Context: an optimization exercise on an open-source flow, tuned for small area, a short achievable clock period and few clock cycles per item. The choices shown serve that exercise and are no tape-out recipe. At most, simulation tests tie the RTL to the original design; equivalence was not proved. For run 3, only the layout was checked, not whether the RTL still works.

==> design.v <==
module fxcore_div (
    input  wire [31:0] r,
    input  wire [1:0]  b,
    input  wire [31:0] d,
    input  wire [33:0] d3,
    output wire [31:0] r_nx,
    output wire [1:0]  q
);
    wire [33:0] sh = {r, b};
    wire [33:0] t1, t2, t3;
    wire        c1, c2, c3;      
    fxcore_bkadd #(34) a1 (.a(sh), .b(~{2'b0, d}),       .cin(1'b1), .s(t1), .co(c1));
    fxcore_bkadd #(34) a2 (.a(sh), .b(~{1'b0, d, 1'b0}), .cin(1'b1), .s(t2), .co(c2));
    fxcore_bkadd #(34) a3 (.a(sh), .b(~d3),              .cin(1'b1), .s(t3), .co(c3));
    assign q    = c3 ? 2'd3 : c2 ? 2'd2 : c1 ? 2'd1 : 2'd0;
    assign r_nx = c3 ? t3[31:0] : c2 ? t2[31:0] : c1 ? t1[31:0] : sh[31:0];
endmodule
module fxcore_bkadd #(parameter W = 35) (input [W-1:0] a, input [W-1:0] b, input cin,
                                  output [W-1:0] s, output co);
    localparam L = (W > 32) ? 6 : (W > 16) ? 5 : (W > 8) ? 4 : 3;    
    wire [W:0] g0, p0;
    assign g0 = {a & b, cin};
    assign p0 = {a ^ b, 1'b0};
    localparam N = W + 1;
    wire [(2*L+1)*N-1:0] G, P;
    assign G[N-1:0] = g0; assign P[N-1:0] = p0;
    genvar l, i;
    generate
        for (l = 0; l < L; l = l + 1) begin : up
            for (i = 0; i <= W; i = i + 1) begin : b
                if (((i + 1) % (2 << l)) == 0) begin : c
                    assign G[(l+1)*N+(i)] = G[(l)*N+(i)] | (P[(l)*N+(i)] & G[(l)*N+(i - (1 << l))]);
                    assign P[(l+1)*N+(i)] = P[(l)*N+(i)] & P[(l)*N+(i - (1 << l))];
                end else begin : n
                    assign G[(l+1)*N+(i)] = G[(l)*N+(i)];
                    assign P[(l+1)*N+(i)] = P[(l)*N+(i)];
                end
            end
        end
        for (l = L - 1; l >= 1; l = l - 1) begin : dn
            for (i = 0; i <= W; i = i + 1) begin : b
                if (((i + 1) % (1 << l)) == ((1 << l) >> 1) && i >= (1 << l)) begin : c
                    assign G[(2*L-l)*N+(i)] = G[(2*L-l-1)*N+(i)] | (P[(2*L-l-1)*N+(i)] & G[(2*L-l-1)*N+(i - ((1 << l) >> 1))]);
                    assign P[(2*L-l)*N+(i)] = P[(2*L-l-1)*N+(i)] & P[(2*L-l-1)*N+(i - ((1 << l) >> 1))];
                end else begin : n
                    assign G[(2*L-l)*N+(i)] = G[(2*L-l-1)*N+(i)];
                    assign P[(2*L-l)*N+(i)] = P[(2*L-l-1)*N+(i)];
                end
            end
        end
    endgenerate
    wire [W:0] c = G[(2*L-1)*N +: N];
    assign s  = p0[W:1] ^ c[W-1:0];
    assign co = c[W];
endmodule
module fxcore (
    input  wire        clk,
    input  wire        rst,
    input  wire        req,
    input  wire        we,
    input  wire [4:0]  addr,
    input  wire [31:0] wdata,
    output reg  [31:0] rdata,
    output wire        ack
);
    localparam [5:0] OP_FROMINT = 6'h01, OP_FADD   = 6'h02, OP_FSUB   = 6'h03,
                     OP_FMUL    = 6'h04, OP_FDIV   = 6'h05, OP_FROUND = 6'h06,
                     OP_FFLOOR  = 6'h07, OP_FCEIL  = 6'h08, OP_FFRAC  = 6'h09,
                     OP_FCLAMP  = 6'h0A, OP_FLERP  = 6'h0B, OP_FCMP   = 6'h0C,
                     OP_FSQRT   = 6'h0D, OP_ISQRT  = 6'h0E,
                     OP_RINT    = 6'h18, OP_RRANGE = 6'h19, OP_RBOOL  = 6'h1A,
                     OP_RFIX    = 6'h1B,
                     OP_VADD2   = 6'h20, OP_VADD3  = 6'h21, OP_VSUB2  = 6'h22,
                     OP_VSUB3   = 6'h23, OP_VSCALE2 = 6'h24, OP_VSCALE3 = 6'h25,
                     OP_VDIVS2  = 6'h26, OP_VDIVS3 = 6'h27, OP_VNEG2  = 6'h28,
                     OP_VNEG3   = 6'h29, OP_VDOT2  = 6'h2A, OP_VDOT3  = 6'h2B,
                     OP_VCROSS3 = 6'h2C, OP_VEQ2   = 6'h2D, OP_VEQ3   = 6'h2E,
                     OP_VLENSQ2 = 6'h30, OP_VLENSQ3 = 6'h31, OP_VLEN2 = 6'h32,
                     OP_VLEN3   = 6'h33, OP_VNORM2 = 6'h34, OP_VNORM3 = 6'h35,
                     OP_VDIST2  = 6'h36, OP_VDIST3 = 6'h37;
    localparam [4:0] A_CMD = 5'd16, A_STATUS = 5'd17, A_ERRCMD = 5'd18, A_SEED = 5'd19;
    localparam        DSTG  = 2;                  
    localparam [3:0]  CW24  = 24 / (2 * DSTG) - 1;  
    localparam [3:0]  CW48  = 48 / (2 * DSTG) - 1;  
    localparam [31:0] RNG_A = 32'd1664525;
    localparam [31:0] RNG_C = 32'd1013904223;
    localparam [3:0] S_IDLE = 4'd0, S_ERR = 4'd1, S_EX = 4'd2, S_QSET = 4'd3,
                     S_DIV = 4'd4, S_DFIX = 4'd5, S_SQS = 4'd6, S_NFIX = 4'd7,
                     S_WB0 = 4'd8, S_WB1 = 4'd9, S_COPY = 4'd10;
    function [8:0] op_class;
        input [5:0] op;
        begin
            case (op)
                OP_FROMINT, OP_FROUND, OP_FFLOOR, OP_FCEIL, OP_FFRAC,
                OP_FSQRT, OP_ISQRT, OP_RINT:
                    op_class = {1'b1, 2'd1, 2'd1, 2'd0, 2'd0};
                OP_FADD, OP_FSUB, OP_FMUL, OP_FDIV, OP_FCMP, OP_RRANGE:
                    op_class = {1'b1, 2'd1, 2'd1, 2'd1, 2'd0};
                OP_FCLAMP, OP_FLERP:
                    op_class = {1'b1, 2'd1, 2'd1, 2'd1, 2'd1};
                OP_RBOOL, OP_RFIX:
                    op_class = {1'b1, 2'd1, 2'd0, 2'd0, 2'd0};
                OP_VADD2, OP_VSUB2:
                    op_class = {1'b1, 2'd2, 2'd2, 2'd2, 2'd0};
                OP_VADD3, OP_VSUB3, OP_VCROSS3:
                    op_class = {1'b1, 2'd3, 2'd3, 2'd3, 2'd0};
                OP_VSCALE2, OP_VDIVS2:
                    op_class = {1'b1, 2'd2, 2'd2, 2'd1, 2'd0};
                OP_VSCALE3, OP_VDIVS3:
                    op_class = {1'b1, 2'd3, 2'd3, 2'd1, 2'd0};
                OP_VNEG2, OP_VNORM2:
                    op_class = {1'b1, 2'd2, 2'd2, 2'd0, 2'd0};
                OP_VNEG3, OP_VNORM3:
                    op_class = {1'b1, 2'd3, 2'd3, 2'd0, 2'd0};
                OP_VDOT2, OP_VEQ2, OP_VDIST2:
                    op_class = {1'b1, 2'd1, 2'd2, 2'd2, 2'd0};
                OP_VDOT3, OP_VEQ3, OP_VDIST3:
                    op_class = {1'b1, 2'd1, 2'd3, 2'd3, 2'd0};
                OP_VLENSQ2, OP_VLEN2:
                    op_class = {1'b1, 2'd1, 2'd2, 2'd0, 2'd0};
                OP_VLENSQ3, OP_VLEN3:
                    op_class = {1'b1, 2'd1, 2'd3, 2'd0, 2'd0};
                default:
                    op_class = 9'd0;
            endcase
        end
    endfunction
    function grp_ok;
        input [3:0] f;
        input [1:0] k;
        begin
            grp_ok = (k == 2'd0) || ({1'b0, f} + {3'd0, k} - 5'd1 <= 5'd15);
        end
    endfunction
    reg [31:0] R [0:15];
    reg [31:0] seed;
    reg        st_err, st_ovr;
    reg [3:0]  st_cause;
    reg [31:0] errcmd;
    reg [3:0]  state;
    reg [5:0]  op;
    reg [3:0]  rd, rs1, rs2, rs3;
    reg        n3;             
    reg        dw;             
    reg [2:0]  st;             
    reg [1:0]  jn;             
    reg [2:0]  it;             
    reg [3:0]  cnt;            
    reg        flag;           
    reg        bsign;          
    reg        qsign;          
    reg        sqp;            
    reg [3:0]  ha, hb;         
    reg [31:0] OA, OB;         
    reg [31:0] T0, T1, ACC;
    reg [31:0] DR, D1;         
    reg [33:0] D3;             
    reg [47:0] DQ;             
    wire [5:0] c_op  = wdata[31:26];
    wire [3:0] c_rd  = wdata[25:22];
    wire [3:0] c_rs1 = wdata[21:18];
    wire [3:0] c_rs2 = wdata[17:14];
    wire [3:0] c_rs3 = wdata[13:10];
    wire [8:0] c_cls = op_class(c_op);
    wire [1:0] k_rd  = c_cls[7:6];
    wire [1:0] k_rs1 = c_cls[5:4];
    wire [1:0] k_rs2 = c_cls[3:2];
    wire [1:0] k_rs3 = c_cls[1:0];
    reg [3:0] c_cause;
    always @* begin
        if (!c_cls[8])
            c_cause = 4'd1;
        else if (wdata[9:0] != 10'd0)
            c_cause = 4'd2;
        else if ((k_rs1 == 2'd0 && c_rs1 != 4'd0) || (k_rs2 == 2'd0 && c_rs2 != 4'd0) ||
                 (k_rs3 == 2'd0 && c_rs3 != 4'd0))
            c_cause = 4'd3;
        else if (!grp_ok(c_rd, k_rd) || !grp_ok(c_rs1, k_rs1) || !grp_ok(c_rs2, k_rs2))
            c_cause = 4'd4;
        else
            c_cause = 4'd0;
    end
    wire [3:0] c_d1 = c_rd - c_rs1;
    wire [3:0] c_d2 = c_rd - c_rs2;
    wire c_vb = (c_op == OP_VADD3) || (c_op == OP_VSUB3);
    wire c_dw = (c_op != OP_VCROSS3) &&
                !(c_n3 && (c_d1 == 4'd2 || (c_vb && c_d2 == 4'd2) ||
                           ((c_op == OP_VSCALE3) && c_d2 == 4'd0)));
    wire c_n3 = c_op[5] && ((c_op == OP_VEQ3) || (c_op == OP_VCROSS3) ||
                            (c_op != OP_VEQ2 && c_op[0]));
    wire idle = (state == S_IDLE);
    wire cmdw = req && we && (addr == A_CMD);
    wire c_b_rs1 = (c_op == OP_VNEG2) || (c_op == OP_VNEG3) ||
                   (c_op == OP_VLENSQ2) || (c_op == OP_VLENSQ3) ||
                   (c_op == OP_VLEN2) || (c_op == OP_VLEN3) ||
                   (c_op == OP_VNORM2) || (c_op == OP_VNORM3) ||
                   (c_op == OP_FLERP);
    wire c_a_rs2 = (c_op == OP_FLERP);
    wire c_rng   = (c_op == OP_RINT) || (c_op == OP_RRANGE) || (c_op == OP_RBOOL) || (c_op == OP_RFIX);
    wire c_dist  = (c_op == OP_VDIST2) || (c_op == OP_VDIST3);
    wire [3:0] pha = !idle ? ha : we ? (c_a_rs2 ? c_rs2 : c_rs1) : addr[3:0];
    wire [3:0] phb = !idle ? hb : (c_b_rs1 ? c_rs1 : c_rs2);
    wire [31:0] PH = R[pha];
    wire [31:0] PB = R[phb];
    wire [31:0] PD = PH - PB;
    always @* begin
        if (!addr[4])
            rdata = PH;
        else case (addr)
            A_STATUS: rdata = {24'd0, st_cause, 2'b00, st_ovr, st_err};
            A_ERRCMD: rdata = errcmd;
            A_SEED:   rdata = seed;
            default:  rdata = 32'd0;
        endcase
    end
    reg [1:0] ax_sel;    
    reg [1:0] ay_sel;    
    reg       alu_sub, alu_cin;
    reg [2:0] madd;      
    reg [1:0] oa_sel;    
    reg [2:0] ob_sel;    
    reg       acc_ob;    
    reg [3:0] res_sel;
    reg       w_en;
    reg [1:0] w_ofs;
    reg       t0_en, t1_en, acc_en;
    wire [31:0] floor_v = {{16{OA[31]}}, OA[31:16]};
    wire [31:0] AX = (ax_sel == 2'd0) ? OA : (ax_sel == 2'd1) ? 32'd0 : floor_v;
    wire [31:0] AY = (ay_sel == 2'd0) ? OB : (ay_sel == 2'd1) ? 32'd0 :
                     (ay_sel == 2'd2) ? DQ[31:0] : DR;
    wire [31:0] alu = AX + (AY ^ {32{alu_sub}}) + {31'd0, alu_sub | alu_cin};
    wire        a_eq = (alu == 32'd0);                       
    wire        a_lt = (OA[31] ^ OB[31]) ? OA[31] : alu[31];  
    reg         mph;                       
    reg  [31:0] MT;                        
    wire        rngm = (madd == 3'd4);
    wire [16:0] m17  = mph ? {OB[31], OB[31:16]} : {1'b0, OB[15:0]};
    wire [47:0] ma1  = mph ? (rngm ? {32'd0, MT[31:16]} : {16'd0, MT}) :
                             (rngm ? {16'd0, RNG_C} : 48'd0);
    wire [47:0] ma2  = !mph ? 48'd0 : (madd == 3'd2) ? {16'd0, ACC} :
                       (madd == 3'd3) ? {16'd0, ~ACC} : 48'd0;
    wire [47:0] Z    = $signed(OA) * $signed(m17) + $signed(ma1) + $signed(ma2) +
                       $signed({47'd0, mph && madd == 3'd3});
    wire [31:0] mt_in = rngm ? Z[31:0] : Z[47:16];
    wire [31:0] mres  = Z[31:0];
    wire [31:0] seed_nx = {Z[15:0], MT[15:0]};
    wire [31:0]       drs [0:DSTG];
    wire [2*DSTG-1:0] dqs;
    assign drs[0] = DR;
    genvar gs;
    generate
        for (gs = 0; gs < DSTG; gs = gs + 1) begin : g_div
            fxcore_div u_s (.r(drs[gs]), .b(DQ[47-2*gs:46-2*gs]), .d(D1), .d3(D3),
                            .r_nx(drs[gs+1]), .q(dqs[2*DSTG-1-2*gs:2*DSTG-2-2*gs]));
        end
    endgenerate
    reg  [31:0] dv;
    reg         dv_hi, dv_load;
    wire [31:0] OA_abs = OA[31] ? (32'd0 - OA) : OA;
    function [5:0] bitlen;
        input [31:0] v;
        integer k;
        begin
            bitlen = 6'd0;
            for (k = 0; k < 32; k = k + 1)
                if (v[k]) bitlen = k + 1;
        end
    endfunction
    reg  [5:0]  dv_bl;
    wire [31:0] wdd;
    wire [5:0]  wd_bl = bitlen(wdd);
    wire [5:0]  oa_bl = bitlen(OA ^ {32{OA[31]}}) + {5'd0, OA[31]};
    wire [5:0]  ac_bl = bitlen(ACC);
    wire        f24 = ({1'b0, dv_bl} <= {1'b0, wd_bl} + 7'd7);
    wire        f20 = ({1'b0, dv_bl} <= {1'b0, wd_bl} + 7'd3);
    wire        f16 = ({1'b0, dv_bl} + 7'd1 <= {1'b0, wd_bl});
    wire        f8  = ({1'b0, dv_bl} + 7'd9 <= {1'b0, wd_bl});
    reg  [31:0] dr_ld;
    reg  [47:0] dq_ld;
    reg  [3:0]  wcnt;
    always @* begin
        if (!dv_hi) begin
            dr_ld = {16'd0, dv[31:16]}; dq_ld = {dv[15:0], 32'd0}; wcnt = 4'd3;
        end else if (f8) begin
            dr_ld = {dv[23:0], 8'd0};   dq_ld = 48'd0;              wcnt = 4'd1;
        end else if (f16) begin
            dr_ld = dv;                 dq_ld = 48'd0;              wcnt = 4'd3;
        end else if (f20) begin
            dr_ld = {4'd0, dv[31:4]};   dq_ld = {dv[3:0], 44'd0};   wcnt = 4'd4;
        end else if (f24) begin
            dr_ld = {8'd0, dv[31:8]};   dq_ld = {dv[7:0], 40'd0};   wcnt = 4'd5;
        end else begin
            dr_ld = 32'd0;              dq_ld = {dv, 16'd0};        wcnt = 4'd11;
        end
    end
    wire        is_isqrt = (op == OP_ISQRT);
    wire        x_small  = (ACC[31:16] == 16'd0);
    wire [31:0] g0 = (!is_isqrt && x_small) ? ACC : {1'b0, ACC[31:1]};
    wire [31:0] q0 = is_isqrt ? ((ACC == 32'd3) ? 32'd3 : 32'd2) :
                     x_small ? 32'h00010000 :
                     32'h00020000 |
                     ((ACC[0] && ACC == 32'h00010001) ? 32'd2 :
                      (ACC[0] && ACC <= 32'h00020001) ? 32'd1 : 32'd0);
    wire        sq_zero  = ACC[31] || (ACC == 32'd0) || (is_isqrt && ACC == 32'd1);
    wire [31:0] n_x = (state == S_SQS) ? g0 : D1;
    wire [31:0] n_y = (state == S_SQS) ? q0 : {8'd0, DQ[23:0]};
    wire [32:0] nsum = {1'b0, n_x} + {1'b0, n_y};
    wire [31:0] gnew = nsum[32:1];
    assign wdd = (state == S_SQS || state == S_NFIX) ? gnew : D1;
    wire        conv = ({8'd0, DQ[23:0]} >= D1);          
    wire        keep_g = conv && !it[0];                   
    wire        n_last = conv || (it == 3'd7);
    wire [31:0] sq_fin = keep_g ? D1 : gnew;
    reg         d_load;
    wire [31:0] d_in  = (state == S_EX) ? alu : gnew;
    wire [33:0] d3_in = {2'b0, d_in} + {1'b0, d_in, 1'b0};
    localparam [3:0] R_ALU = 4'd0, R_FROMINT = 4'd1, R_FFRAC = 4'd2, R_CMP = 4'd3,
                     R_CLAMP1 = 4'd4, R_CLAMP2 = 4'd5, R_EQ = 4'd6, R_MUL = 4'd7,
                     R_RBOOL = 4'd8, R_RFIX = 4'd9, R_ZERO = 4'd10, R_OA = 4'd11,
                     R_OB = 4'd12, R_T0 = 4'd13, R_T1 = 4'd14, R_SQ = 4'd15;
    reg [31:0] res;
    always @* begin
        case (res_sel)
            R_ALU:     res = alu;
            R_FROMINT: res = {OA[15:0], 16'd0};
            R_FFRAC:   res = {16'd0, OA[15:0]};
            R_CMP:     res = a_lt ? 32'hFFFFFFFF : a_eq ? 32'd0 : 32'd1;
            R_CLAMP1:  res = a_lt ? OB : OA;
            R_CLAMP2:  res = flag ? T0 : (!a_lt && !a_eq) ? OB : OA;
            R_EQ:      res = {31'd0, flag && a_eq};
            R_MUL:     res = mres;
            R_RBOOL:   res = {31'd0, Z[0]};
            R_RFIX:    res = {16'd0, Z[15:0]};
            R_ZERO:    res = 32'd0;
            R_OA:      res = OA;
            R_OB:      res = OB;
            R_T0:      res = T0;
            R_T1:      res = T1;
            default:   res = sq_fin;
        endcase
    end
    wire op_vec_div = (op == OP_VDIVS2) || (op == OP_VDIVS3) ||
                      (op == OP_VNORM2) || (op == OP_VNORM3);
    wire op_rng_div = (op == OP_RINT) || (op == OP_RRANGE);
    wire [1:0] nlast = n3 ? 2'd2 : 2'd1;      
    wire oa_zero = (OA == 32'd0);
    wire ob_zero = (OB == 32'd0);
    reg [3:0] state_nx;
    reg [2:0] st_nx;
    reg [1:0] jn_nx;
    reg [3:0] ha_nx, hb_nx;
    reg       done;            
    reg       flag_nx;
    reg       mph_nx;
    wire      mstep = (op == OP_FMUL) || (op == OP_FLERP && st != 3'd0) ||
                      (op == OP_VSCALE2) || (op == OP_VSCALE3) ||
                      (op == OP_VDOT2) || (op == OP_VDOT3) ||
                      (op == OP_VLENSQ2) || (op == OP_VLENSQ3) ||
                      (op == OP_VLEN2) || (op == OP_VLEN3) ||
                      (op == OP_VNORM2) || (op == OP_VNORM3) ||
                      (op == OP_VDIST2) || (op == OP_VDIST3) ||
                      (op == OP_VCROSS3 && st != 3'd0) ||
                      ((op == OP_RBOOL || op == OP_RFIX || op == OP_RINT || op == OP_RRANGE) &&
                       st == 3'd0);
    reg       seed_en;
    reg       bsign_en, qsign_en;
    reg [2:0] it_nx;
    reg [3:0] cnt_nx;
    function [1:0] xa;
        input [2:0] s;
        case (s)
            3'd1: xa = 2'd2; 3'd2: xa = 2'd1; 3'd3: xa = 2'd0;
            3'd4: xa = 2'd2; 3'd5: xa = 2'd1; default: xa = 2'd0;
        endcase
    endfunction
    function [1:0] xb;
        input [2:0] s;
        case (s)
            3'd1: xb = 2'd1; 3'd2: xb = 2'd2; 3'd3: xb = 2'd2;
            3'd4: xb = 2'd0; 3'd5: xb = 2'd0; default: xb = 2'd1;
        endcase
    endfunction
    always @* begin
        state_nx = state;
        st_nx    = st;
        jn_nx    = jn;
        ha_nx    = ha;
        hb_nx    = hb;
        it_nx    = it;
        cnt_nx   = cnt;
        flag_nx  = flag;
        done     = 1'b0;
        ax_sel   = 2'd0;
        ay_sel   = 2'd0;
        alu_sub  = 1'b0;
        alu_cin  = 1'b0;
        madd     = 3'd0;
        oa_sel   = 2'd0;
        ob_sel   = 3'd0;
        acc_ob   = 1'b0;
        res_sel  = R_ALU;
        w_en     = 1'b0;
        w_ofs    = 2'd0;
        t0_en    = 1'b0;
        t1_en    = 1'b0;
        acc_en   = 1'b0;
        seed_en  = 1'b0;
        bsign_en = 1'b0;
        qsign_en = 1'b0;
        d_load   = 1'b0;
        dv_load  = 1'b0;
        dv       = ACC;
        dv_bl    = ac_bl;
        dv_hi    = !is_isqrt;
        if (idle) begin
            oa_sel = c_rng ? 2'd2 : (c_dist || c_op == OP_FLERP) ? 2'd1 : 2'd0;
            ob_sel = c_rng ? 3'd2 : c_dist ? 3'd1 : 3'd0;
        end
        case (state)
            S_EX: begin
                st_nx = st + 3'd1;
                ha_nx = ha + 4'd1;
                hb_nx = hb + 4'd1;
                case (op)
                    OP_FROMINT: begin res_sel = R_FROMINT; w_en = 1'b1; done = 1'b1; end
                    OP_FFRAC:   begin res_sel = R_FFRAC;   w_en = 1'b1; done = 1'b1; end
                    OP_FFLOOR:  begin ax_sel = 2'd2; ay_sel = 2'd1; w_en = 1'b1; done = 1'b1; end
                    OP_FROUND:  begin ax_sel = 2'd2; ay_sel = 2'd1; alu_cin = OA[15];
                                      w_en = 1'b1; done = 1'b1; end
                    OP_FCEIL:   begin ax_sel = 2'd2; ay_sel = 2'd1; alu_cin = (OA[15:0] != 16'd0);
                                      w_en = 1'b1; done = 1'b1; end
                    OP_FADD:    begin w_en = 1'b1; done = 1'b1; end
                    OP_FSUB:    begin alu_sub = 1'b1; w_en = 1'b1; done = 1'b1; end
                    OP_FCMP:    begin alu_sub = 1'b1; res_sel = R_CMP; w_en = 1'b1; done = 1'b1; end
                    OP_FMUL:    begin res_sel = R_MUL; w_en = 1'b1; done = 1'b1; end
                    OP_FCLAMP: begin
                        alu_sub = 1'b1;
                        if (st == 3'd0) begin
                            res_sel = R_CLAMP1; t0_en = 1'b1; flag_nx = a_lt;
                        end else begin
                            res_sel = R_CLAMP2; w_en = 1'b1; done = 1'b1;
                        end
                    end
                    OP_FLERP: begin
                        if (st == 3'd0) begin
                            oa_sel = 2'd3;                     
                            acc_ob = 1'b1;                     
                        end else begin
                            madd = 3'd2; res_sel = R_MUL;
                            w_en = 1'b1; done = 1'b1;
                        end
                    end
                    OP_FDIV, OP_VDIVS2, OP_VDIVS3: begin
                        ax_sel = 2'd1; alu_sub = OB[31];
                        ha_nx = ha;
                        bsign_en = 1'b1;
                        if (ob_zero) begin
                            if (op == OP_FDIV) begin
                                res_sel = R_ZERO; w_en = 1'b1; done = 1'b1;
                            end else begin
                                jn_nx = 2'd0; ha_nx = ha + 4'd1; state_nx = S_COPY;
                            end
                        end else begin
                            d_load = 1'b1; jn_nx = 2'd0; state_nx = S_QSET;
                        end
                    end
                    OP_RBOOL, OP_RFIX: begin
                        madd = 3'd4; seed_en = 1'b1;
                        res_sel = (op == OP_RBOOL) ? R_RBOOL : R_RFIX;
                        w_en = 1'b1; done = 1'b1;
                    end
                    OP_RINT, OP_RRANGE: begin
                        ha_nx = rs1;
                        if (st == 3'd0) begin
                            madd = 3'd4; seed_en = 1'b1;       
                        end else if (op == OP_RINT) begin
                            ax_sel = 2'd1;                     
                            if (OB[31] || ob_zero) begin
                                res_sel = R_ZERO; w_en = 1'b1; done = 1'b1;
                            end else begin
                                d_load = 1'b1; state_nx = S_QSET;
                            end
                        end else begin
                            alu_sub = 1'b1;                    
                            if (a_lt || a_eq) begin
                                res_sel = R_OB; t0_en = 1'b1; state_nx = S_WB0;
                            end else begin
                                d_load = 1'b1; state_nx = S_QSET;
                            end
                        end
                    end
                    OP_VADD2, OP_VADD3, OP_VSUB2, OP_VSUB3, OP_VNEG2, OP_VNEG3,
                    OP_VSCALE2, OP_VSCALE3: begin
                        if (op == OP_VNEG2 || op == OP_VNEG3) ax_sel = 2'd1;
                        alu_sub = (op == OP_VSUB2) || (op == OP_VSUB3) ||
                                  (op == OP_VNEG2) || (op == OP_VNEG3);
                        if (op == OP_VSCALE2 || op == OP_VSCALE3) begin
                            res_sel = R_MUL; hb_nx = hb;
                        end
                        w_ofs = st[1:0];
                        if (dw) begin
                            w_en = 1'b1;
                            if (st[1:0] == nlast) done = 1'b1;
                        end else begin
                            if (st[1:0] == 2'd0) t0_en = 1'b1;
                            if (st[1:0] == 2'd1) t1_en = 1'b1;
                            if (st[1:0] == nlast) begin
                                t0_en = 1'b0; t1_en = 1'b0; w_en = 1'b1; state_nx = S_WB0;
                            end
                        end
                    end
                    OP_VEQ2, OP_VEQ3: begin
                        alu_sub = 1'b1; res_sel = R_EQ;
                        flag_nx = (st == 3'd0) ? a_eq : (flag && a_eq);
                        if (st == 3'd0) res_sel = R_EQ;
                        if (st[1:0] == nlast) begin
                            w_en = 1'b1; done = 1'b1;
                        end
                    end
                    OP_VDOT2, OP_VDOT3, OP_VLENSQ2, OP_VLENSQ3,
                    OP_VLEN2, OP_VLEN3, OP_VNORM2, OP_VNORM3: begin
                        madd = (st == 3'd0) ? 3'd0 : 3'd2;
                        acc_en = 1'b1; res_sel = R_MUL;
                        if (st[1:0] == nlast) begin
                            if (op == OP_VDOT2 || op == OP_VDOT3 ||
                                op == OP_VLENSQ2 || op == OP_VLENSQ3) begin
                                w_en = 1'b1; done = 1'b1;
                            end else begin
                                state_nx = S_SQS;
                                ha_nx = rs1; hb_nx = rs1;
                            end
                        end
                    end
                    OP_VDIST2, OP_VDIST3: begin
                        oa_sel = 2'd1; ob_sel = 3'd1;          
                        madd = (st == 3'd0) ? 3'd0 : 3'd2;
                        acc_en = 1'b1;
                        if (st[1:0] == nlast) state_nx = S_SQS;
                    end
                    OP_VCROSS3: begin
                        ha_nx = rs1 + {2'd0, xa(st + 3'd2)};
                        hb_nx = rs2 + {2'd0, xb(st + 3'd2)};
                        if (st != 3'd0) res_sel = R_MUL;
                        madd = (st == 3'd2 || st == 3'd4 || st == 3'd6) ? 3'd3 : 3'd0;
                        acc_en = (st == 3'd1 || st == 3'd3 || st == 3'd5);
                        t0_en = (st == 3'd2);
                        t1_en = (st == 3'd4);
                        if (st == 3'd6) begin
                            w_ofs = 2'd2; w_en = 1'b1; state_nx = S_WB0;
                        end
                    end
                    default: begin
                        done = 1'b1;
                    end
                endcase
            end
            S_QSET: begin
                if (op_rng_div) begin
                    dv_load = 1'b1; dv = {16'd0, seed[31:16]}; dv_hi = 1'b0;
                end else begin
                    dv_load = 1'b1; dv = OA_abs; dv_bl = oa_bl; dv_hi = 1'b1; 
                    qsign_en = 1'b1;
                    if (op_vec_div) ha_nx = ha + 4'd1;
                end
                state_nx = S_DIV;
            end
            S_DIV: begin
                cnt_nx = cnt - 4'd1;
                if (cnt == 4'd0)
                    state_nx = sqp ? S_NFIX : S_DFIX;
            end
            S_DFIX: begin
                if (op_rng_div) begin
                    ay_sel = 2'd3;
                    if (op == OP_RINT) ax_sel = 2'd1;      
                    w_en = 1'b1; done = 1'b1;
                end else begin
                    ax_sel = 2'd1; ay_sel = 2'd2; alu_sub = qsign;
                    if (op == OP_FDIV) begin
                        w_en = 1'b1; done = 1'b1;
                    end else begin
                        w_ofs = jn;
                        if (jn == nlast) begin
                            w_en = 1'b1;
                            if (dw) done = 1'b1; else state_nx = S_WB0;
                        end else begin
                            if (dw) w_en = 1'b1;
                            else if (jn == 2'd0) t0_en = 1'b1; else t1_en = 1'b1;
                            jn_nx = jn + 2'd1;
                            dv_load = 1'b1; dv = OA_abs; dv_bl = oa_bl; dv_hi = 1'b1; 
                            qsign_en = 1'b1;
                            ha_nx = ha + 4'd1;
                            state_nx = S_DIV;
                        end
                    end
                end
            end
            S_SQS: begin
                it_nx = 3'd1;
                if (sq_zero) begin
                    if (op == OP_VNORM2 || op == OP_VNORM3) begin
                        jn_nx = 2'd0; ha_nx = ha + 4'd1; state_nx = S_COPY;
                    end else begin
                        res_sel = R_ZERO; w_en = 1'b1; done = 1'b1;
                    end
                end else begin
                    d_load = 1'b1;
                    dv_load = 1'b1;
                    state_nx = S_DIV;
                end
            end
            S_NFIX: begin
                it_nx = it + 3'd1;
                if (n_last) begin
                    if (!keep_g) d_load = 1'b1;
                    if (op == OP_VNORM2 || op == OP_VNORM3) begin
                        jn_nx = 2'd0; state_nx = S_QSET;
                    end else begin
                        res_sel = R_SQ; w_en = 1'b1; done = 1'b1;
                    end
                end else begin
                    d_load = 1'b1;
                    dv_load = 1'b1;
                    state_nx = S_DIV;
                end
            end
            S_COPY: begin
                res_sel = R_OA;
                ha_nx = ha + 4'd1;
                w_ofs = jn;
                jn_nx = jn + 2'd1;
                if (dw) begin
                    w_en = 1'b1;
                    if (jn == nlast) done = 1'b1;
                end else begin
                    if (jn == 2'd0) t0_en = 1'b1;
                    if (jn == 2'd1) t1_en = 1'b1;
                    if (jn == nlast) begin
                        t0_en = 1'b0; t1_en = 1'b0; w_en = 1'b1; state_nx = S_WB0;
                    end
                end
            end
            S_WB0: begin
                res_sel = R_T0; w_en = 1'b1; w_ofs = 2'd0;
                if (n3) state_nx = S_WB1;
                else    done = 1'b1;
            end
            S_WB1: begin
                res_sel = R_T1; w_en = 1'b1; w_ofs = 2'd1; done = 1'b1;
            end
            S_ERR: begin
                done = 1'b1;
            end
            default: ;
        endcase
        mph_nx = 1'b0;
        if (state == S_EX && mstep && !mph) begin
            mph_nx   = 1'b1;
            oa_sel   = 2'd3;
            ob_sel   = 3'd4;
            st_nx    = st;
            ha_nx    = ha;
            hb_nx    = hb;
            w_en     = 1'b0;
            done     = 1'b0;
            t0_en    = 1'b0;
            t1_en    = 1'b0;
            acc_en   = 1'b0;
            acc_ob   = 1'b0;
            seed_en  = 1'b0;
            d_load   = 1'b0;
            flag_nx  = flag;
            state_nx = state;
        end
        if (done) state_nx = S_IDLE;
    end
    assign ack = req && (idle ? !cmdw : done);
    wire        hw_en  = idle && req && we && !addr[4];
    wire        rf_en  = hw_en || (!idle && w_en);
    wire [3:0]  rf_sel = idle ? addr[3:0] : rd + {2'd0, w_ofs};
    wire [31:0] rf_d   = rst ? 32'd0 : idle ? wdata : res;
    genvar gi;
    generate
        for (gi = 0; gi < 16; gi = gi + 1) begin : g_rf
            always @(posedge clk)
                if (rst || (rf_en && rf_sel == gi)) R[gi] <= rf_d;
        end
    endgenerate
    always @(posedge clk) begin
        if (oa_sel != 2'd3)
            OA <= (oa_sel == 2'd0) ? PH : (oa_sel == 2'd1) ? PD : seed;
        if (ob_sel != 3'd4)
            OB <= (ob_sel == 3'd0) ? PB : (ob_sel == 3'd1) ? PD : (ob_sel == 3'd2) ? RNG_A : alu;
        MT  <= mt_in;
        mph <= mph_nx;
        if (t0_en) T0 <= res;
        if (t1_en) T1 <= res;
        if (idle) ACC <= PH;
        else if (acc_ob) ACC <= OB;
        else if (acc_en) ACC <= mres;
        if (d_load) begin
            D1 <= d_in;
            D3 <= d3_in;
        end
        if (bsign_en) bsign <= OB[31];
        if (qsign_en) qsign <= OA[31] ^ (bsign_en ? OB[31] : bsign);
        if (dv_load) begin
            DR <= dr_ld;
            DQ <= dq_ld;
        end else if (state == S_DIV) begin
            DR <= drs[DSTG];
            DQ <= {DQ[47-2*DSTG:0], dqs};
        end
        st   <= st_nx;
        jn   <= jn_nx;
        ha   <= ha_nx;
        hb   <= hb_nx;
        it   <= it_nx;
        cnt  <= dv_load ? wcnt : cnt_nx;
        flag <= flag_nx;
        if (state == S_SQS) sqp <= 1'b1;
        if (state == S_NFIX && n_last) sqp <= 1'b0;
        if (rst) begin
            state    <= S_IDLE;
            seed     <= 32'd0;
            st_err   <= 1'b0;
            st_ovr   <= 1'b0;
            st_cause <= 4'd0;
            errcmd   <= 32'd0;
        end else begin
            state <= state_nx;
            if (seed_en) seed <= seed_nx;
            if (idle && req) begin
                if (cmdw) begin
                    if (c_cause != 4'd0) begin
                        if (!st_err) begin
                            st_err   <= 1'b1;
                            st_cause <= c_cause;
                            errcmd   <= wdata;
                        end else begin
                            st_ovr <= 1'b1;
                        end
                        state <= S_ERR;
                    end else begin
                        op    <= c_op;
                        rd    <= c_rd;
                        rs1   <= c_rs1;
                        rs2   <= c_rs2;
                        rs3   <= c_rs3;
                        n3    <= c_n3;
                        dw    <= c_dw;
                        bsign <= 1'b0;
                        sqp   <= 1'b0;
                        st    <= 3'd0;
                        state <= (c_op == OP_FSQRT || c_op == OP_ISQRT) ? S_SQS : S_EX;
                        if (c_op == OP_FCLAMP) begin
                            ha <= c_rs1; hb <= c_rs3;
                        end else if (c_op == OP_FLERP) begin
                            ha <= c_rs3; hb <= c_rs3;
                        end else if (c_op == OP_RRANGE) begin
                            ha <= c_rs2; hb <= c_rs1;
                        end else if (c_op == OP_RINT) begin
                            ha <= c_rs1; hb <= c_rs1;
                        end else if (c_op == OP_VCROSS3) begin
                            ha <= c_rs1 + 4'd2; hb <= c_rs2 + 4'd1;
                        end else if (c_op == OP_FDIV || c_op == OP_VDIVS2 || c_op == OP_VDIVS3 ||
                                     c_op == OP_FSQRT || c_op == OP_ISQRT) begin
                            ha <= c_rs1; hb <= c_rs2;
                        end else if (c_b_rs1) begin
                            ha <= c_rs1 + 4'd1; hb <= c_rs1 + 4'd1;
                        end else if (c_op == OP_VSCALE2 || c_op == OP_VSCALE3) begin
                            ha <= c_rs1 + 4'd1; hb <= c_rs2;
                        end else begin
                            ha <= c_rs1 + 4'd1; hb <= c_rs2 + 4'd1;
                        end
                    end
                end else if (we && addr == A_STATUS) begin
                    if (wdata[0]) begin
                        st_err   <= 1'b0;
                        st_ovr   <= 1'b0;
                        st_cause <= 4'd0;
                        errcmd   <= 32'd0;
                    end
                end else if (we && addr == A_SEED) begin
                    seed <= wdata;
                end
            end
        end
    end
endmodule
==> run.sh <==
#!/bin/bash
# synth_recipe.tcl (not shown) runs the flow's synth.tcl, then flattens the netlist and writes it again
# the make line also repeats each setting of config.mk as NAME=value (left out here)
make -C /OpenROAD-flow-scripts/flow DESIGN_CONFIG=/design/flow/config.mk WORK_HOME=/design/flow/orfs CLKGATE_MAP_FILE= SYNTH_SCRIPT=/design/flow/synth_recipe.tcl finish
==> config.mk <==
export PLATFORM = sky130hd
export DESIGN_NAME = fxcore
export DESIGN_NICKNAME = fxcore
export VERILOG_FILES = /design/flow/design.v
export SDC_FILE = /design/flow/constraint.sdc
export NUM_CORES = 8
export LEC_CHECK = 0
export CAP_MARGIN = 20
export CORE_MARGIN = 2
export CORE_UTILIZATION = 55
export SETUP_SLACK_MARGIN = 5
export SLEW_MARGIN = 20
==> constraint.sdc <==
create_clock -name core_clock -period 14.0 [get_ports {clk}]
set_input_delay 2.8000 -clock core_clock [delete_from_list [all_inputs] [get_ports {clk}]]
set_output_delay 2.8000 -clock core_clock [all_outputs]
set_load 0.01 [all_outputs]
==> results.toml, run 1 <==
[sta]
finalCritPeriodShare = 0.7850
rsz0062_at_grt = "true"
finalSetupViolations = 0
slew_violations = 0
finalClockSkew_ns = 0.07920
period_needed_ns = 10.99
hold_violations = 0
tightestPinTransition_ns = 1.342
setup_tns_ns = 0
fmax_ghz = 0.09099
slew_headroom = 0.09598

[clock_tree]
cts.path.max_buffers = 3
hold_buffers = 0
cts_buffers = 106
cts_tree = "yes"
clock_sinks = 967
htree_levels = 3
root_buffer = "clkbuf_16"
clk_pin_slew_ns = 0.06
insertion_delay_ns = 0.83

[cells_and_area]
drive_above_1_share = 0.1583
final_area_sq_mm = 0.1071
syn2layout_area_growth_pct = 17.20
fin_nets = 11450
fillerInstances = 13010

[logic_synthesis]
synth_top_family_by_area = "adder cells"
synthFlopType = "edfxtp_1"
synth_area_leader_cell = "edfxtp_1"
synth_mux_area_frac = 0.01619
synth-compound-area-share = 0.2127
synth_nets = 11150
yosysWarnings = 3
synth-edff-count = 848
synth.avg_cell_area_sq_um = 9.244
ys_ff_latch = 967
ys_top_cells_by_area = "edfxtp_1, fa_1, ha_1"
netlist.area_leader.share = 0.2788
async_flop_share = 0
synthCells = 9882
synth_simple_gate_area_share = 0.1482
yosys.area_share.adder = 0.2235
ys_seq_area_frac = 0.3048
syn_area_sq_mm = 0.09135
synthXorXnorAreaFrac = 0.03605
synthDistinctLibCells = 115

[route]
drt_iter0_drc = 15770
dr.pass1.iters = 20
drc = 0
viasPerCell = 7.427
antenna_left = 0
routed_wl_um = 474200
vias = 92790
wire_per_inst_um = 37.95

[die]
row_count = 149
die-area_sq_mm = 0.1694
core_area_sq_mm = 0.1650
pin_count = 74
start_util = 0.5537
chipHeight_um = 411.5
die_w_um = 411.5

[worst_setup_path]
path_max_fanout = 31
regToRegStartpoint = "state[3]"
end_kind = "output pin"
critPathRequiredTime_ns = 11.20
path_class = "reg -> out"
r2r_cells = 34
start_kind = "flip-flop"
worstReg2RegEnd = "MT[30]"
crit_arrival_ns = 8.19
reg2reg_slack_ns = 4.13

[grt]
gr-usage-all-layers = 0.5434
grt_pass1_wl_um = 652100
grt-ovfl-total = 0
grt_antenna_before_repair = 48
grt_max_degree = 75
grt_pass1_vias = 88280

[job]
maxCapViolCount = 0

[place]
io_buffers = 73
dp_hpwl_um = 325700
finalWeightedCongestion = 1.096
dpl-instance-area_sq_mm = 0.09597

[hold_path]
hold_end = "st_cause[2]"
holdPathStages = 2
hold_class = "reg -> reg"
hold_path_startpoint = "st_cause[2]"

[run_status]
status = "timing/DRC/antenna clean"
layout make-up:
type                       instances  area, sq um  area share
antenna                           35        87.58   0.0008181
clock buffer                     131         2786     0.02603
clock inverter                    70        768.2    0.007176
inverter                         798         3064     0.02862
multi-input combinational       7512        62430      0.5831
sequential                       967        27860      0.2602
tap                             2189         2739     0.02558
timing repair buffer             792         7330     0.06846
logic make-up (layout without fill, tap and decap cells):
| family | Yosys count | in the layout |
|---|---|---|
| muxes | 144 | 144 |
| xor gates and xnor gates | 376 | 376 |
| other | 0 | 35 |
| adders and majority gates | 1229 | 1229 |
| AOI/OAI and AO/OA | 2829 | 2833 |
| and+or+nand+nor | 2921 | 2930 |
| DFF | 967 | 967 |
| buffers and inverters | 1416 | 1791 |
cell usage in the layout (no fill, tap or decap), types with 143 or more instances in the layout:
master	netlist	final
nand3_1	212	202
nor2_1	739	675
a21oi_1	565	526
nand2_1	1072	1058
fa_1	672	668
edfxtp_1	848	848
ha_1	556	543
o21ai_0	474	414
xnor2_1	244	223
a22oi_1	393	388
buf_4	2	592
a21o_1	147	143
inv_1	787	752
layer usage:
metal / track usage / up-vias / wire (um)
met5: 0.01583 / - / 419
met4: 0.4909 / 36 / 57510
met3: 0.2420 / 3115 / 74770
met2: 0.7661 / 8933 / 190700
met1: 0.6160 / 44280 / 150800
li1: - / 36420 / -
worst max-delay path by stage:
stage | from | endpoint | slack, ns | cells after the start
3_5_place_dp | wdata[29] | OB[30] | 1.92 | 31
2_1_floorplan | OA[6] | ack | 4.91 | 26
6_report | op[3] | ack | 3.01 | 23
3_3_place_gp | op[1] | ack | 1.81 | 26
5_1_grt | op[3] | ack | 3.21 | 23
4_1_cts | OA[3] | ack | 3.48 | 25
cells in the mapped netlist, types with 20 or more instances:
cell type / instances
edfxtp_1: 848
nor2b_1: 123
nor2_1: 739
a221oi_1: 140
xor2_1: 132
a31oi_1: 98
nand3_1: 212
fa_1: 672
o31a_1: 20
nand4_1: 105
a222oi_1: 21
buf_2: 20
a22oi_1: 393
ha_1: 556
nor3_1: 133
a21oi_1: 565
o21a_1: 85
xnor2_1: 244
and2_1: 130
or2_2: 40
o21ai_1: 38
a22o_1: 127
and3_1: 58
clkbuf_1: 557
a2111oi_0: 21
mux2i_1: 114
a21o_1: 147
o21ai_0: 474
o211ai_1: 68
or3_1: 43
buf_1: 39
o22a_1: 39
o31ai_1: 46
o221ai_1: 37
a211oi_1: 103
o22ai_1: 101
nand2_1: 1072
dfxtp_1: 119
a221o_1: 30
nand2b_1: 124
mux2_2: 30
a311oi_1: 26
inv_1: 787
o21bai_1: 29
nor4_1: 36
repair_timing:
action,4_1_cts,5_1_grt
resized for setup,629,371
setup buffers,216,148
endpoints found under the hold margin,0,0
gates cloned,19,10
endpoints found under the setup margin,875,686
pin swaps,134,163
flip-flops by register name, indices dropped and copies added, names as in the netlist, 4 cells and up:
| signal | flops |
|---|---|
| MT | 32 |
| T1 | 32 |
| rs1 | 4 |
| cnt | 4 |
| op | 6 |
| ha | 4 |
| rd | 4 |
| DR | 32 |
| errcmd | 32 |
| rs2 | 4 |
| T0 | 32 |
| state | 4 |
| OA | 32 |
| ACC | 32 |
| OB | 32 |
| D3 | 33 |
| D1 | 32 |
| DQ | 48 |
| hb | 4 |
| seed | 32 |
| R | 512 |
per-stage QoR:
stage / std cells / hold slack [ns] / utilization / setup slack (ns)
floorplan: 9882 / 0.4411 / - / 4.908
detailed placement: 11860 / 0.4743 / 0.5817 / 1.920
CTS: 12300 / 0.4814 / 0.6298 / 3.480
finish: 12490 / 0.4763 / 0.6489 / 3.010
global route: 12470 / 0.4948 / 0.6485 / 3.208
global placement: 11860 / 0.4709 / 0.5814 / 1.811
critical path, stage by stage (launching register included):
cell	delay, ns
edfxtp_1	0.40
buf_4	0.16
or4bb_4	0.61
nor2_4	0.36
buf_12	0.25
nand2_1	0.12
a21oi_1	0.90
a31oi_1	0.12
xnor2_1	0.19
ha_1	0.38
and3_1	0.19
o41a_1	0.22
a21oi_4	0.06
o311ai_1	0.43
o31ai_2	0.18
a31o_2	0.31
a31oi_2	1.06
nand2_2	0.29
o2111ai_4	0.30
o2111ai_4	0.15
a21boi_4	0.29
a21oi_4	0.12
a21boi_2	0.14
buf_2	0.13
Testbench counts, summed over its fixed seeds: cycles 40,237, cmds 3,200.
==> run 2: changes to the inputs <==
--- a/config.mk
+++ b/config.mk
@@ -7,6 +7,6 @@
 export LEC_CHECK = 0
 export CAP_MARGIN = 20
 export CORE_MARGIN = 2
-export CORE_UTILIZATION = 55
+export CORE_UTILIZATION = 50
 export SETUP_SLACK_MARGIN = 5
 export SLEW_MARGIN = 20
==> results.toml, run 2 <==
[die]
die_w_um = 431.4
die-area_sq_mm = 0.1861
chipHeight_um = 431.4
row_count = 156
pin_count = 74
core_area_sq_mm = 0.1811
start_util = 0.5043

[logic_synthesis]
ys_seq_area_frac = 0.3048
ys_top_cells_by_area = "edfxtp_1, fa_1, ha_1"
yosys-top-cells-count = "nand2_1, edfxtp_1, inv_1"
synthDistinctLibCells = 115
synth_area_leader_cell = "edfxtp_1"
netlist.area_leader.share = 0.2788
ys_ff_latch = 967
synth-edff-count = 848
synthCells = 9882
synth-compound-area-share = 0.2127
synthXorXnorAreaFrac = 0.03605
synth_top_family_by_area = "adder cells"
synth_nets = 11150
yosysMostFrequentCell = "nand2_1"
synth_simple_gate_area_share = 0.1482
async_flop_share = 0
syn_area_sq_mm = 0.09135
yosysWarnings = 3
synth_mux_area_frac = 0.01619
synthFlopType = "edfxtp_1"
synth.avg_cell_area_sq_um = 9.244
yosys.area_share.adder = 0.2235

[worst_setup_path]
crit_arrival_ns = 7.71
regToRegStartpoint = "OA[4]"
r2r_cells = 28
slowest_delay_ns = 0.61
path_class = "reg -> out"
endpoint = "ack"
cp.depth = 26
path_max_fanout = 5
slowest_stage = "or4_4"
worstReg2RegEnd = "R[7][16]"
crit_start = "OA[4]"
worst_path_dominant_cell_family = "simple AND/OR/NAND/NOR gates"
end_kind = "output pin"
critPathRequiredTime_ns = 11.20
start_kind = "flip-flop"
reg2reg_slack_ns = 3.88
crit_buf_inv = 2

[route]
routed_wl_um = 468400
dr.pass1.iters = 10
antenna_left = 0
vias = 89880
drt_iter0_drc = 12990
viasPerCell = 7.091
drc = 0
wire_per_inst_um = 36.95

[place]
io_buffers = 73
finalWeightedCongestion = 1.133
dp_hpwl_um = 325300

[clock_tree]
hold_buffers = 0
clock_sinks = 967
cts_buffers = 111
root_buffer = "clkbuf_16"
insertion_delay_ns = 0.84
htree_levels = 3
cts_tree = "yes"
cts.path.max_buffers = 3
clk_pin_slew_ns = 0.07

[sta]
fmax_ghz = 0.09511
setup_tns_ns = 0
period_needed_ns = 10.51
tightestPinTransition_ns = 1.374
finalClockSkew_ns = 0.05935
finalSetupViolations = 0
rsz0062_at_grt = "true"
slew_headroom = 0.07446
fin_hold_ws_ns = 0.4888
finalCritPeriodShare = 0.7510
slew_violations = 0
hold_violations = 0

[cells_and_area]
reg_top3 = "R: 512 flops, DQ: 48 flops, D3: 33 flops"
largest_reg_flops = 512
syn2layout_area_growth_pct = 17.73
largest_register = "R"
fin_nets = 11450
final_cell_mix = "nand2_1, edfxtp_1, inv_1"
mostFrequentLayoutCell = "nand2_1"
drive_above_1_share = 0.1608

[grt]
grt_antenna_before_repair = 44
grt_pass1_wl_um = 647600
grt_max_degree = 66
grt-ovfl-total = 0
grt_pass1_vias = 85350
gr-usage-all-layers = 0.4910

[job]
maxCapViolCount = 0

[hold_path]
hold_class = "reg -> reg"

[run_status]
status = "timing/DRC/antenna clean"
## run 2: changes by cell type in the layout (fill, tap and decap cells not counted), moves of 9 or more
cell      delta
clkinv_1    -11
a21oi_2      +9
o21ai_0     -14
a211oi_2     +9
a21oi_1     -10
## run 2: worst min-delay path by stage
stage                     cells past startpoint  slack (ns)   startpoint     endpoint
after floorplan                               2        0.44       st_ovr       st_ovr
after global placement                        2        0.46  st_cause[2]  st_cause[2]
after detailed placement                      2        0.47       st_ovr       st_ovr
after CTS                                     2        0.49  st_cause[2]  st_cause[2]
after global routing                          2        0.52  st_cause[2]  st_cause[2]
final                                         2        0.49       st_ovr       st_ovr
## run 2: cells by family after synthesis
kind of cell	after synthesis
DFF	967
adders and majority gates	1229
and+or+nand+nor	2921
muxes	144
xor gates and xnor gates	376
buffers and inverters	1416
AOI/OAI and AO/OA	2829
## run 2: tightest hold or removal path: stages, from the launching register on
cell and delay (ns):
dfxtp_1 0.33, nor2_1 0.05, nor2_1 0.08
## run 2: routing by layer
metal  GRT usage  up-vias  part of all wire
li1            -    36430                 -
met1      0.5879    43820              0.34
met2      0.7127     7350              0.41
met3      0.1699     2242              0.14
met4      0.4028       34              0.11
met5           0        -           0.00048
## run 2: layout make-up
type	count	area (sq um)
sequential	967	27860
clock buffer	132	2887
inverter	798	3040
antenna	29	72.57
tap	2370	2965
clock inverter	79	1041
fill	15660	73580
multi-input combinational	7514	62540
timing repair buffer	787	7144
## run 2: stage by stage
step	worst slack [ns]	area (sq um)	utilization	cells
2_1_floorplan	4.908	91490	-	9882
3_3_place_gp	2.146	96240	0.5313	12060
3_5_place_dp	2.056	96280	0.5316	12060
4_1_cts	3.570	104900	0.5793	12500
5_1_grt	3.387	107500	0.5935	12650
6_report	3.486	107500	0.5938	12680
## run 2: repair_timing
action / in CTS / in global routing
cloned: 20 / 8
pin swaps: 140 / 158
gates resized for setup: 660 / 346
buffers inserted: 210 / 138
endpoints found under the setup margin: 773 / 666
==> run 3: changes to the inputs <==
--- a/design.v
+++ b/design.v
@@ -234,15 +234,18 @@
     reg         mph;                       
     reg  [31:0] MT;                        
     wire        rngm = (madd == 3'd4);
-    wire [16:0] m17  = mph ? {OB[31], OB[31:16]} : {1'b0, OB[15:0]};
+    reg         ob_short;                  
+    reg         ob_zero;                   
+    wire [16:0] m17  = mph ? {OB[31], OB[31:16]} : {ob_short & OB[16], OB[15:0]};
     wire [47:0] ma1  = mph ? (rngm ? {32'd0, MT[31:16]} : {16'd0, MT}) :
                              (rngm ? {16'd0, RNG_C} : 48'd0);
-    wire [47:0] ma2  = !mph ? 48'd0 : (madd == 3'd2) ? {16'd0, ACC} :
-                       (madd == 3'd3) ? {16'd0, ~ACC} : 48'd0;
+    wire [31:0] macc = (madd == 3'd2) ? ACC : (madd == 3'd3) ? ~ACC : 32'd0;
+    wire [47:0] ma2  = mph ? {16'd0, macc} : ob_short ? {macc, 16'd0} : 48'd0;
     wire [47:0] Z    = $signed(OA) * $signed(m17) + $signed(ma1) + $signed(ma2) +
-                       $signed({47'd0, mph && madd == 3'd3});
+                       $signed({31'd0, !mph && ob_short && madd == 3'd3, 15'd0,
+                                mph && madd == 3'd3});
     wire [31:0] mt_in = rngm ? Z[31:0] : Z[47:16];
-    wire [31:0] mres  = Z[31:0];
+    wire [31:0] mres  = mph ? Z[31:0] : Z[47:16];
     wire [31:0] seed_nx = {Z[15:0], MT[15:0]};
     wire [31:0]       drs [0:DSTG];
     wire [2*DSTG-1:0] dqs;
@@ -280,7 +283,7 @@
     reg  [3:0]  wcnt;
     always @* begin
         if (!dv_hi) begin
-            dr_ld = {16'd0, dv[31:16]}; dq_ld = {dv[15:0], 32'd0}; wcnt = 4'd3;
+            dr_ld = {24'd0, dv[31:24]}; dq_ld = {dv[23:0], 24'd0}; wcnt = 4'd5;
         end else if (f8) begin
             dr_ld = {dv[23:0], 8'd0};   dq_ld = 48'd0;              wcnt = 4'd1;
         end else if (f16) begin
@@ -344,7 +347,6 @@
     wire op_rng_div = (op == OP_RINT) || (op == OP_RRANGE);
     wire [1:0] nlast = n3 ? 2'd2 : 2'd1;      
     wire oa_zero = (OA == 32'd0);
-    wire ob_zero = (OB == 32'd0);
     reg [3:0] state_nx;
     reg [2:0] st_nx;
     reg [1:0] jn_nx;
@@ -352,6 +354,7 @@
     reg       done;            
     reg       flag_nx;
     reg       mph_nx;
+    wire [31:0] ob_in = (ob_sel == 3'd0) ? PB : (ob_sel == 3'd1) ? PD : (ob_sel == 3'd2) ? RNG_A : alu;
     wire      mstep = (op == OP_FMUL) || (op == OP_FLERP && st != 3'd0) ||
                       (op == OP_VSCALE2) || (op == OP_VSCALE3) ||
                       (op == OP_VDOT2) || (op == OP_VDOT3) ||
@@ -654,7 +657,7 @@
             default: ;
         endcase
         mph_nx = 1'b0;
-        if (state == S_EX && mstep && !mph) begin
+        if (state == S_EX && mstep && !mph && !ob_short) begin
             mph_nx   = 1'b1;
             oa_sel   = 2'd3;
             ob_sel   = 3'd4;
@@ -689,8 +692,11 @@
     always @(posedge clk) begin
         if (oa_sel != 2'd3)
             OA <= (oa_sel == 2'd0) ? PH : (oa_sel == 2'd1) ? PD : seed;
-        if (ob_sel != 3'd4)
-            OB <= (ob_sel == 3'd0) ? PB : (ob_sel == 3'd1) ? PD : (ob_sel == 3'd2) ? RNG_A : alu;
+        if (ob_sel != 3'd4) begin
+            OB       <= ob_in;
+            ob_short <= (ob_in[31:16] == {16{ob_in[16]}});
+            ob_zero  <= (ob_in == 32'd0);
+        end
         MT  <= mt_in;
         mph <= mph_nx;
         if (t0_en) T0 <= res;
--- a/config.mk
+++ b/config.mk
@@ -5,8 +5,9 @@
 export SDC_FILE = /design/flow/constraint.sdc
 export NUM_CORES = 8
 export LEC_CHECK = 0
+export ABC_AREA = 1
 export CAP_MARGIN = 20
 export CORE_MARGIN = 2
-export CORE_UTILIZATION = 50
+export CORE_UTILIZATION = 40
 export SETUP_SLACK_MARGIN = 5
 export SLEW_MARGIN = 20
==> results.toml, run 3 <==
[run_status]
status = "timing/DRC/antenna clean"

[clock_tree]
cts.path.max_buffers = 3
cts_buffers = 115
htree_levels = 3
clk_pin_slew_ns = 0.07
cts_tree = "yes"
root_buffer = "clkbuf_16"
insertion_delay_ns = 0.85
clock_sinks = 969

[worst_setup_path]
start_kind = "flip-flop"
path_max_fanout = 14
cpMostUsedCell = "nand2_2"
critPathRequiredTime_ns = 14.59
end_kind = "flip-flop"
slowest_delay_ns = 1.07
worst_path_dominant_cell_family = "adder cells"
slowest_stage = "o21ai_0"
path_class = "reg -> reg"
crit_buf_inv = 12
crit_arrival_ns = 9.92

[cells_and_area]
final_cell_mix = "nand2_1, inv_1, edfxtp_1"
largest_register = "R"
mostFrequentLayoutCell = "nand2_1"
multiInputGateArea_sq_mm = 0.06216
final_area_sq_mm = 0.1141
fillerInstances = 22440
drive_above_1_share = 0.1747
seq_area_sq_mm = 0.02792
reg_top3 = "R: 512 flops, DQ: 48 flops, D3: 33 flops"
fin_nets = 13440
largest_reg_flops = 512
syn2layout_area_growth_pct = 21.88

[sta]
fmax_ghz = 0.1072
hold_violations = 0
finalSetupViolations = 0
setup_tns_ns = 0
period_needed_ns = 9.328
rsz0062_at_grt = "true"
finalCritPeriodShare = 0.6663
slew_headroom = 0.06571
finalClockSkew_ns = 0.09801
slew_violations = 0
tightestPinTransition_ns = 1.387

[logic_synthesis]
synthDistinctLibCells = 85
async_flop_share = 0
netlist.area_leader.share = 0.2728
syn_area_sq_mm = 0.09358
synth_area_leader_cell = "edfxtp_1"
ys_ff_latch = 969
yosysMostFrequentCell = "nand2_1"
ys_top_cells_by_area = "edfxtp_1, fa_1, nand2_1"
ys_seq_area_frac = 0.2982
synthFlopType = "edfxtp_1"
synth_nets = 12890
synth-edff-count = 850
synth.avg_cell_area_sq_um = 8.083
yosys-top-cells-count = "nand2_1, inv_1, o21ai_0"
synthCells = 11580
yosysWarnings = 3

[route]
routed_wl_um = 535500
dr.pass1.iters = 9
wire_per_inst_um = 35.00
drc = 0
viasPerCell = 6.311
drt_iter0_drc = 14350
vias = 96550
antenna_left = 0

[grt]
grt_pass1_vias = 90230
grt_antenna_before_repair = 61
grt-ovfl-total = 0
grt_pass1_wl_um = 722400
grt_max_degree = 70
gr-usage-all-layers = 0.4345

[die]
pin_count = 74
row_count = 177
start_util = 0.4024
die-area_sq_mm = 0.2378
chipHeight_um = 487.7
die_w_um = 487.7
core_area_sq_mm = 0.2325

[place]
finalWeightedCongestion = 1.144
dpl-instance-area_sq_mm = 0.09964
dp_hpwl_um = 396800
io_buffers = 73

[hold_path]
hold_class = "reg -> reg"

[job]
maxCapViolCount = 0
==> run 3: cell count changes after synthesis, moves of 119 or more <==
cell      delta
nand2_1   +1490
inv_1      +925
o21ai_0    +467
a22oi_1    -371
clkbuf_1   -166
nand3_1    +128
nand2b_1   -124
a21o_1     -123
nor2b_1    -123
and2_1     -119
==> run 3: routing by layer <==
| metal | part of all wire | vias to the layer above | track usage |
|---|---|---|---|
| met4 | 0.073 | 50 | 0.2476 |
| met1 | 0.38 | 47810 | 0.5675 |
| met5 | 0.00057 | - | 0 |
| met3 | 0.14 | 1688 | 0.1574 |
| met2 | 0.41 | 7114 | 0.6171 |
| li1 | - | 39890 | - |
==> run 3: worst reg2reg max path, delay by kind of cell, from the launching register on <==
kind | cells | cell delay (ns)
xor gates and xnor gates | 1 | 0.17
AOI/OAI and AO/OA | 7 | 2.16
adders and majority gates | 6 | 2.83
buffers and inverters | 12 | 1.49
DFF | 1 | 0.52
and+or+nand+nor | 18 | 1.91
==> run 3: logic make-up (layout without fill, tap and decap cells) <==
logic type / after synthesis / after routing / share of synthesized area
adders and majority gates: 1267 / 1267 / 0.2254
muxes: 20 / 20 / 0.002139
xor gates and xnor gates: 356 / 356 / 0.03364
other: 0 / 27 / 0
AOI/OAI and AO/OA: 2563 / 2563 / 0.1666
and+or+nand+nor: 4079 / 4081 / 0.1790
buffers and inverters: 2323 / 2973 / 0.09507
DFF: 969 / 969 / 0.2982
==> run 3: repair_timing <==
| item | in CTS | in global routing |
|---|---|---|
| cloned | 18 | 15 |
| setup endpoints to repair | 894 | 708 |
| gates resized for setup | 951 | 756 |
| hold buffers | 0 | 0 |
| buffers inserted | 214 | 212 |
| pin swaps | 158 | 268 |
==> run 3: worst paths after layout <==
kind	slack, ns	end	cells after the start	from
min reg2reg	0.47	st_ovr	2	st_ovr
min	0.47	st_ovr	2	st_ovr
max	4.67	R[11][31]	44	op[2]
max reg2reg	4.67	R[11][31]	44	op[2]
==> run 3: layout make-up <==
| type | count | area share |
|---|---|---|
| diodes | 27 | 0.0005924 |
| flip-flops and latches | 969 | 0.2448 |
| well taps | 3043 | 0.03338 |
| clock inverters | 74 | 0.008689 |
| repair buffers | 946 | 0.07821 |
| clock buffers | 137 | 0.02668 |
| multi-input cells | 8287 | 0.5451 |
| repair inverters | 4 | 0.0002414 |
| inverters | 1812 | 0.06233 |
==> run 3: through the flow <==
step | util | instances | worst slack [ns] | hold slack (ns)
floorplan | - | 11580 | 5.004 | 0.4275
global placement | 0.4282 | 14600 | 1.656 | 0.4532
detailed placement | 0.4285 | 14600 | 1.810 | 0.4563
CTS | 0.4686 | 15040 | 4.925 | 0.4656
global route | 0.4902 | 15270 | 4.632 | 0.4810
finish | 0.4905 | 15300 | 4.672 | 0.4653

==> what the ideal ports hide <==
In the flow no input, the clock included, has a driving cell. The finished layouts below were timed again as built, in two steps. Step 1 assumes that a clkbuf_16 drives the clock port and a buf_2 every other input. Step 2, shift: input delay + t, output delay - t, t = (earliest + latest rising clock arrival at the registers) / 2. This alone moves slack from input paths to output paths. Slacks: no drivers / after step 1 / after step 2; pairs: no drivers / after step 1.
run | t (ns) | setup WS [ns] | cell pins on the clock port's net
run 1 | 0.885 | 3.010 / 2.914 / 3.800 | 1
run 2 | 0.907 | 3.486 / 3.392 / 3.877 | 1
run 3 | 0.893 | 4.672 / 4.672 / 4.266 | 1
After both steps every run listed still meets setup and hold. The setup slack of run 3, which loses most, moves by 0.000 ns with the drivers and by -0.406 ns with both steps.
